This design comes from an exercise in tuning for small area, a short achievable clock period and few clock cycles per item on the open sky130 flow, not from production work. In this exercise RTL edits were held to simulation tests only and were not proved equivalent to the original.

Design gf251_interp, start of the top module:
module gf251_interp (
    input  wire        clk,
    input  wire        rst,
    input  wire        start,
    input  wire [3:0]  k,
    input  wire [63:0] xs,      
    input  wire [63:0] ys,      
    output wire        ready,
    output wire        done,
    output wire [1:0]  err,     
    output wire [63:0] coef     
);
Settings: LEC_CHECK=0, CAP_MARGIN=20, CORE_MARGIN=2, CORE_UTILIZATION=70, CTS_CLUSTER_DIAMETER=60, CTS_CLUSTER_SIZE=24, PLACE_DENSITY=0.85, SLEW_MARGIN=20; clock period 24.0 ns.
standard.sh (not shown) runs the stock make flow with config.mk's settings and CLKGATE_MAP_FILE= SYNTH_SCRIPT=/design/flow/synth_recipe.tcl, a recipe that flattens the netlist after the stock synthesis.
==> flow/flow/run.sh <==
#!/bin/bash
# The standard layout (the standard.sh, unchanged), with one difference:
# the port buffers that global placement inserts are buf_4 cells instead of
# the delay buffers (clkdlybuf4s50_1) the resizer picks by default.
set -euo pipefail
export BUFFER_PORTS_ARGS="-buffer_cell sky130_fd_sc_hd__buf_4"
bash standard.sh > standard.log 2>&1
Testbench counts at the start, summed over its fixed seeds: cycles 13,554, items 384.
Change:
--- a/flow/config.mk
+++ b/flow/config.mk
@@ -8,7 +8,7 @@
 export CAP_MARGIN = 20
 export CORE_MARGIN = 2
-export CORE_UTILIZATION = 70
-export CTS_CLUSTER_DIAMETER = 60
+export CORE_UTILIZATION = 55
+export CTS_CLUSTER_DIAMETER = 80
 export CTS_CLUSTER_SIZE = 24
-export PLACE_DENSITY = 0.85
+export PLACE_DENSITY = 0.7
 export SLEW_MARGIN = 20
Effect: The new run finished clean; global-route usage goes down by 9.9 points; area after synthesis does not change; die area goes up by 27%; hold slack got worse by 0.0075 ns; worst setup slack improved by 0.29 ns; first-iteration DRC count goes down by 12%; count of clock-buffer cells in the layout goes up by 1.

========
gf251_interp, a different RTL version from the one above (not shown whole).
Size in the first run: about 210 flip-flops, about 200 I/O pins, about 17,000 um^2 of cells after synthesis.
==> flow/design.v (excerpt) <==
module gf251_interp (
    input  wire        clk,
    input  wire        rst,
    input  wire        start,
    input  wire [3:0]  k,
    input  wire [63:0] xs,      
    input  wire [63:0] ys,      
    output wire        ready,
    output wire        done,
    output wire [1:0]  err,     
    output wire [63:0] coef     
);
export LEC_CHECK = 0
export CAP_MARGIN = 20
export CORE_MARGIN = 2
export CORE_UTILIZATION = 55
export CTS_CLUSTER_DIAMETER = 90
export CTS_CLUSTER_SIZE = 28
export PLACE_DENSITY = 0.7
export SLEW_MARGIN = 20
create_clock -name core_clock -period 24.0 [get_ports {clk}]
==> flow/flow/run.sh <==
#!/bin/bash
# The standard layout (the standard.sh, unchanged), with one difference:
# the port buffers that global placement inserts are buf_1 cells instead of
# the delay buffers (clkdlybuf4s50_1) the resizer picks by default.
set -euo pipefail
export BUFFER_PORTS_ARGS="-buffer_cell sky130_fd_sc_hd__buf_1"
bash standard.sh > standard.log 2>&1
The first run passed the timing, design-rule and antenna checks.
Testbench counts at the start, summed over its fixed seeds: cycles 13,554, items 384.
Next try:
--- a/flow/config.mk
+++ b/flow/config.mk
@@ -10,4 +10,4 @@
 export CORE_UTILIZATION = 55
-export CTS_CLUSTER_DIAMETER = 90
-export CTS_CLUSTER_SIZE = 28
+export CTS_CLUSTER_DIAMETER = 80
+export CTS_CLUSTER_SIZE = 24
 export PLACE_DENSITY = 0.7
What happened: The new run completed without violations. Sequential cell count is unchanged. Count of clock-buffer cells in the layout climbs by 4. Worst hold slack barely changes. First-iteration DRC count is higher slightly. Area after synthesis stays the same. Routed wire length hardly moves. Final cell count barely changes.
Next try:
--- a/flow/config.mk
+++ b/flow/config.mk
@@ -10,4 +10,4 @@
 export CORE_UTILIZATION = 55
-export CTS_CLUSTER_DIAMETER = 80
-export CTS_CLUSTER_SIZE = 24
+export CTS_CLUSTER_DIAMETER = 100
+export CTS_CLUSTER_SIZE = 32
 export PLACE_DENSITY = 0.7
Effect: The changed run completed without violations. Worst setup slack is better by 0.025 ns. Synthesized area does not change. Global-route usage drops by 0.26 points. Sequential share of layout area went up by 0.29 points. Non-clock buffer count stays the same.
Next try:
--- a/flow/config.mk
+++ b/flow/config.mk
@@ -9,6 +9,6 @@
 export CORE_MARGIN = 2
-export CORE_UTILIZATION = 55
-export CTS_CLUSTER_DIAMETER = 100
-export CTS_CLUSTER_SIZE = 32
-export PLACE_DENSITY = 0.7
+export CORE_UTILIZATION = 50
+export CTS_CLUSTER_DIAMETER = 80
+export CTS_CLUSTER_SIZE = 24
+export PLACE_DENSITY = 0.65
 export SLEW_MARGIN = 20
The changed run produced a clean layout.
Die area climbs by 9.8%.
Synthesized area stays the same.
Setup slack is worse by 0.027 ns.
Worst hold slack hardly moves.
Cell area went up by 1.2%.

## static timing again, ports no longer ideal
Ports are ideal in the flow. The routed layouts listed here were re-timed in OpenROAD. Step 1 sets driving cells, clkbuf_16 on the clock port and buf_2 on the other inputs (assumed; they add their load-dependent delay and slew). Step 2 moves the port delays by t, midway between the first and last clock arrival at a register: inputs arrive t later, outputs are due t later. That takes back most of the time a late clock gives input paths. Three values: ideal, step 1, step 2; two values: the first two.
| run | t (ns) | setup slack, ns | cell pins on the clock port's net |
|---|---|---|---|
| the first run of note 1 | 0.542 | 17.696 / 17.696 / 17.439 | 1 |
| the second run of note 1 | 0.534 | 17.983 / 17.933 / 17.609 | 1 |
| the first run of note 2 | 0.532 | 18.005 / 17.952 / 17.684 | 1 |
| the second run of note 2 | 0.543 | 18.003 / 17.950 / 17.683 | 1 |
| the third run of note 2 | 0.521 | 18.029 / 17.976 / 17.686 | 1 |
| the fourth run of note 2 | 0.548 | 18.001 / 17.945 / 17.662 | 1 |
After both steps every run listed still meets setup and hold. The setup slack of the second run of note 1, which loses most, moves by -0.050 ns with the drivers and by -0.374 ns with both steps.
